Source: an optimization exercise on an open RTL-to-GDS flow (aim: small area, a short achievable clock period and few clock cycles per item). Production flows keep margins and buffers that such runs may drop. For this run, only the layout was checked, not whether the RTL still works. Power figures rest on the tool's default switching activity, not on a simulated workload.

`design/flow/run.sh`:
```
#!/bin/bash
# synth_recipe.tcl (not shown) runs the flow's synth.tcl, then flattens the netlist and writes it again
# the make line also repeats each setting of config.mk as NAME=value (left out here)
make -C /OpenROAD-flow-scripts/flow DESIGN_CONFIG=/design/flow/config.mk WORK_HOME=/design/flow/orfs CLKGATE_MAP_FILE= SYNTH_SCRIPT=/design/flow/synth_recipe.tcl finish
```
`design/flow/config.mk`:
```
export PLATFORM = sky130hd
export DESIGN_NAME = ibc_pal_pack
export DESIGN_NICKNAME = ibc_pal_pack
export VERILOG_FILES = /design/flow/design.v
export SDC_FILE = /design/flow/constraint.sdc
export NUM_CORES = 4
export LEC_CHECK = 0
export ABC_AREA = 1
export CAP_MARGIN = 20
export CORE_MARGIN = 2
export CORE_UTILIZATION = 40
export PLACE_DENSITY = 0.6
export SLEW_MARGIN = 20
```
`design/flow/constraint.sdc`:
```
create_clock -name core_clock -period 48.0 [get_ports {clk}]
set_input_delay 9.6000 -clock core_clock [delete_from_list [all_inputs] [get_ports {clk}]]
set_output_delay 9.6000 -clock core_clock [all_outputs]
set_load 0.01 [all_outputs]
```
`design/flow/design.v`:
```
module ibc_rescale (
    input  wire [7:0] c,         
    input  wire [2:0] ob_m1,     
    input  wire [7:0] nb_mask,   
    input  wire [2:0] r,         
    output wire [7:0] q          
);
    wire [7:0] hi_mask = 8'hFE << ob_m1;
    wire       over    = |(c & hi_mask);
    function [14:0] stream(input [7:0] v, input [2:0] o);
        case (o)
            3'd0: stream = {15{v[0]}};
            3'd1: stream = {{7{v[1:0]}}, v[1]};
            3'd2: stream = {5{v[2:0]}};
            3'd3: stream = {{3{v[3:0]}}, v[3:1]};
            3'd4: stream = {{3{v[4:0]}}};
            3'd5: stream = {{2{v[5:0]}}, v[5:3]};
            3'd6: stream = {{2{v[6:0]}}, v[6]};
            default: stream = {v[7:0], v[7:1]};
        endcase
    endfunction
    wire [14:0] ws = stream(c, ob_m1) | {15{over}};
    wire [7:0] b = ws[14:7];                     
    wire [14:0] sh = ws << r;
    wire [7:0] a = sh[14:7];                     
    function ge7(input [6:0] x, input [6:0] y);
        integer k;
        begin
            ge7 = 1'b1;
            for (k = 0; k < 7; k = k + 1)
                ge7 = (x[k] & ~y[k]) | (~(x[k] ^ y[k]) & ge7);
        end
    endfunction
    wire ge = ge7(a[6:0], b[6:0]);
    wire up = a[7] & ~b[7] & ge;
    wire dn = ~a[7] & b[7] & ~ge;
    function [7:0] step(input [7:0] v, input [7:0] m, input u, input d);
        integer k;
        reg run;
        begin
            run = u | d;
            for (k = 0; k < 8; k = k + 1) begin
                step[k] = (v[k] ^ run) & m[k];
                run     = run & ((v[k] ^ d) | ~m[k]);
            end
        end
    endfunction
    assign q = step(b, nb_mask, up, dn);
endmodule
module ibc_pal_pack (
    input  wire        clk,
    input  wire        rst,           
    input  wire        in_valid,
    output wire        in_ready,
    input  wire [7:0]  in_r,
    input  wire [7:0]  in_g,
    input  wire [7:0]  in_b,
    input  wire [7:0]  in_a,
    input  wire [2:0]  in_bpc_m1,     
    input  wire [2:0]  in_bits_m1,    
    input  wire        in_alpha,      
    output reg         out_valid,
    input  wire        out_ready,
    output reg  [31:0] out_value
);
    reg        e_valid;
    reg  [7:0] e_r, e_g, e_b, e_a;
    reg  [2:0] e_ob_m1, e_nb_m1;
    reg        e_alpha;
    wire [7:0] nb_mask = ~(8'h7F >> e_nb_m1);
    function [2:0] nb_mod_ob(input [2:0] ob_m1, input [2:0] nb_m1);
        integer o, m;
        begin
            nb_mod_ob = 3'd0;
            for (o = 0; o < 8; o = o + 1)
                for (m = 0; m < 8; m = m + 1)
                    if (ob_m1 == o && nb_m1 == m)
                        nb_mod_ob = (m + 1) % (o + 1);
        end
    endfunction
    wire [2:0] r = nb_mod_ob(e_ob_m1, e_nb_m1);
    wire [7:0] rr, gg, bb, aa;       
    ibc_rescale u_r (.c(e_r), .ob_m1(e_ob_m1), .nb_mask(nb_mask), .r(r), .q(rr));
    ibc_rescale u_g (.c(e_g), .ob_m1(e_ob_m1), .nb_mask(nb_mask), .r(r), .q(gg));
    ibc_rescale u_b (.c(e_b), .ob_m1(e_ob_m1), .nb_mask(nb_mask), .r(r), .q(bb));
    ibc_rescale u_a (.c(e_a), .ob_m1(e_ob_m1), .nb_mask(nb_mask), .r(r), .q(aa));
    wire [31:0] fa = {rr, gg, bb, aa};
    wire [31:0] fn = {8'd0, rr, gg, bb};
    wire [31:0] pk_a [1:8];          
    wire [31:0] pk_n [1:8];          
    genvar gn, gi;
    generate
        for (gn = 1; gn <= 8; gn = gn + 1) begin : g_nb
            for (gi = 0; gi < 32; gi = gi + 1) begin : g_bit
                if (gi < 4 * gn)
                    assign pk_a[gn][gi] = fa[8 * (gi / gn) + 8 - gn + (gi % gn)];
                else
                    assign pk_a[gn][gi] = 1'b0;
                if (gi < 3 * gn)
                    assign pk_n[gn][gi] = fn[8 * (gi / gn) + 8 - gn + (gi % gn)];
                else
                    assign pk_n[gn][gi] = 1'b0;
            end
        end
    endgenerate
    wire [31:0] pack_v =
        {32{e_nb_m1 == 3'd0}} & (e_alpha ? pk_a[1] : pk_n[1]) |
        {32{e_nb_m1 == 3'd1}} & (e_alpha ? pk_a[2] : pk_n[2]) |
        {32{e_nb_m1 == 3'd2}} & (e_alpha ? pk_a[3] : pk_n[3]) |
        {32{e_nb_m1 == 3'd3}} & (e_alpha ? pk_a[4] : pk_n[4]) |
        {32{e_nb_m1 == 3'd4}} & (e_alpha ? pk_a[5] : pk_n[5]) |
        {32{e_nb_m1 == 3'd5}} & (e_alpha ? pk_a[6] : pk_n[6]) |
        {32{e_nb_m1 == 3'd6}} & (e_alpha ? pk_a[7] : pk_n[7]) |
        {32{e_nb_m1 == 3'd7}} & (e_alpha ? pk_a[8] : pk_n[8]);
    reg         skid_valid;
    reg  [31:0] skid_value;
    assign in_ready = !skid_valid || !e_valid;
    wire out_free = !out_valid || out_ready;
    always @(posedge clk) begin
        if (rst) begin
            e_valid    <= 1'b0;
            out_valid  <= 1'b0;
            skid_valid <= 1'b0;
        end else begin
            if (in_ready)
                e_valid <= in_valid;
            else if (out_free)
                e_valid <= 1'b0;     
            if (out_free) begin
                out_valid  <= skid_valid || e_valid;
                skid_valid <= skid_valid && e_valid;
            end else begin
                skid_valid <= skid_valid || e_valid;
            end
        end
        if (in_ready) begin
            e_r     <= in_r;
            e_g     <= in_g;
            e_b     <= in_b;
            e_a     <= in_a;
            e_ob_m1 <= in_bpc_m1;
            e_nb_m1 <= in_bits_m1;
            e_alpha <= in_alpha;
        end
        if (out_free)
            out_value <= skid_valid ? skid_value : pack_v;
        if (!skid_valid || out_free)
            skid_value <= pack_v;
    end
endmodule
```
==> impl_metrics.toml <==
[clock_network]
cts.sinks = 106
worstSkewPairLatency_ns = 0.37
clk_pin_slew_worst_paths_ns = 0.08
cts_tree = "done"
htreeDepth = 3
post_cts_buffers = 0
cts_root_buffer = "clkbuf_16"
clock_path_buffers = 2
hold_buffers = 0
postCtsResizedCells = 0
cts_inserted_buffers = 9

[sta]
worst_pin_slew_ns = 1.15
hold_viol_final = 0
maxSlewHeadroom = 0.230
fmax_mhz = 87.6
tns_ns = 0
min_period_ns = 11.41
worst_slack_ns = 36.59
setup_viol = 0
skew_ns = 0.0101
maxSlewViolCount = 0
rsz0062_at_grt = "false"
finalCritPeriodShare = 0.238

[routing]
avgViaCountPerCell = 5.59
wl_per_cell_um = 17.4
drc = 0
vias = 12073
drt_iter0_drc = 1324
first_pass_iters = 6
ant_nets = 0
routed_wl_um = 37500

[floorplanning]
die_area_sq_um = 28900
die_y_um = 170
dieWidth_um = 170
rows = 60
pin_count = 77
start_util = 0.409
fp.coreArea_sq_um = 27000

[critical_path]
cp-end-kind = "primary output"
worstPathArrival_ns = 1.81
worstPathRequired_ns = 38.40
r2r_start = "e_ob_m1[2]"
critPathMaxFanout = 41
crit_end = "in_ready"
crit_type = "reg -> out"
rrSetupSlack_ns = 40.32
startpoint = "e_valid"
rr_endpoint = "out_value[6]"
critPathLaunchType = "flip-flop"
reg2regPathDepth = 41

[pwr]
p_seq_frac = 0.342
p_leak_uw = 0.00585
combPwrFrac = 0.441
internal_power_uw = 201
pwr-share-clk = 0.217
p_switching_uw = 145
peakVddDrop_uv = 17.2
p_per_area_nw_per_um2 = 28.0
power_uw = 346
switching_share = 0.420

[layout]
final_core_util = 0.456
layout.nets = 1881
final_layout_size_suffix_gt1_frac = 0.0742
final_cell_mix = "555 x nand2_1, 205 x nand3_1, 202 x inv_1, 182 x nor2_1"
antenna_cells = 0
final_common_cell = "nand2_1"
areaGrowthSynthToFinish_pct = 11.7

[synthesis]
synth_area_sq_um = 11000
ys_seq_area_frac = 0.286
synth_area_per_cell_sq_um = 6.21
synth_nets = 1845
synth_edf_count = 103
yosysWarnings = 2
synth_cell_types = 57
synth-main-ff-cell = "edfxtp_1"
synthArstFlopShare = 0
ys_ff_latch = 106
syn_inst = 1778

[global_route]
grt_pass1_vias = 11002
grtUsageTotal = 0.263
overflow = 0
grt_max_degree = 88
antenna_found_initial = 0
grt_pass1_wl_um = 60400

[placement]
pre_cts_slack_ns = 36.97
portBuffers = 76
dp_hpwl_um = 28800
place.gp.congestion = 0.968

[status]
outcome = "no timing/DRC/antenna violations"

[job]
max_cap_viol_count = 0

[worst_hold_path]
hold_path_class = "reg -> reg"
cells by family after synthesis:
| logic type | after synthesis | synth area share |
|---|---|---|
| AOI/OAI and AO/OA | 200 | 0.100 |
| xor gates and xnor gates | 2 | 0.00159 |
| adders and majority gates | 24 | 0.0272 |
| buffers and inverters | 298 | 0.108 |
| DFF | 106 | 0.286 |
| muxes | 4 | 0.00363 |
| and+or+nand+nor | 1144 | 0.474 |
metrics by stage:
stage / hold WS (ns) / cell area, sq um / cells
5_1_grt: 0.541 / 12300 / 2160
3_5_place_dp: 0.500 / 12000 / 2144
4_1_cts: 0.519 / 12300 / 2160
3_3_place_gp: 0.496 / 12000 / 2144
6_report: 0.516 / 12300 / 2160
2_1_floorplan: 0.491 / 11000 / 1778
registers in the layout, summed over array words and instances (netlist names):
name and cells:
out_value 32, e_nb_m1 3, skid_value 32, e_g 8
e_a 8, e_r 8, e_alpha 1, skid_valid 1
out_valid 1, e_ob_m1 3, e_b 8, e_valid 1
synth_stat cells, types with 4 or more instances:
cell type / n / area (sq um)
nand2_2: 21 / 131
buf_1: 10 / 37.5
edfxtp_1: 103 / 3090
nor2_1: 183 / 687
buf_2: 15 / 75.1
nor3_1: 28 / 140
buf_4: 8 / 60.1
nand2_1: 556 / 2090
inv_2: 22 / 82.6
a311oi_1: 4 / 35.0
nand2_4: 4 / 45.0
nand3_4: 5 / 87.6
or2_1: 4 / 25.0
o21ai_1: 18 / 90.1
nand4_1: 59 / 369
nand3_1: 205 / 1030
nor2_2: 16 / 100
inv_1: 202 / 758
nor4_1: 28 / 175
clkbuf_1: 34 / 128
a21oi_1: 51 / 255
o211ai_1: 5 / 37.5
ha_1: 24 / 300
mux2i_1: 4 / 40.0
nor3_2: 6 / 60.1
nand3_2: 11 / 110
o21ai_0: 103 / 515
final cells by class:
| type | count | area, sq um |
|---|---|---|
| clock buffers | 9 | 225 |
| clock inverters | 7 | 63.8 |
| fillers | 2884 | 14700 |
| inverters | 228 | 860 |
| multi-input cells | 1374 | 6700 |
| flip-flops and latches | 106 | 3150 |
| well taps | 341 | 427 |
| repair buffers | 95 | 903 |
worst min path at each step:
stage,from,endpoint,cells after the start
finish,skid_value[23],out_value[23],2
global route,skid_value[23],out_value[23],2
CTS,skid_value[23],out_value[23],2
detailed placement,skid_value[30],out_value[30],2
global placement,skid_value[30],out_value[30],2
floorplan,skid_value[30],out_value[30],2
layer usage:
layer  global-route usage  vias up  share of wire  wire (um)
li1                     -     5979              -          -
met4               0.0910        0          0.029       1070
met2                0.422      597           0.45      16900
met1                0.364     5418           0.44      16500
met5                    0        -              0          0
met3               0.0372       79          0.082       3070
critical path, cell delays in order (launching register included):
cell and delay, ns:
dfxtp_1 0.32, nand2_2 0.06, buf_4 0.40, clkdlybuf4s50_1 0.63
power by group through the flow:
stage	registers [uW]	logic, uW	clock network [uW]
final	118	153	75.0
after global routing	119	172	81.2
after CTS	118	151	77.0
after detailed placement	120	150	0
after global placement	120	149	0
after floorplan	122	105	0

what the ideal ports hide:
In the flow no input, the clock included, has a driving cell. The finished layout below was timed again as built, in two steps.
Step 1 (the two cells are an assumption about what drives the block):
set clk [get_ports {clk}]
set_driving_cell -lib_cell sky130_fd_sc_hd__clkbuf_16 $clk
set_driving_cell -lib_cell sky130_fd_sc_hd__buf_2 [delete_from_list [all_inputs] $clk]
Step 2 adds t to the input delays and takes it off the output delays; t is the mean of the earliest and latest rising clock arrival at the registers after step 1. Input paths then give back, and output paths get back, about the clock's delay inside the block.
Slacks: ideal / step 1 / step 2; pairs: ideal / step 1.
t (ns): 0.412
setup WS [ns]: 36.589 / 36.542 / 36.954
latest minus earliest clock arrival (ns): 0.010 / 0.011
slew at the worst register clock pin (ns): 0.08 / 0.08
After both steps this run still meets setup and hold. For this run, drivers alone change the setup slack by -0.047 ns; drivers and shift together by +0.365 ns.
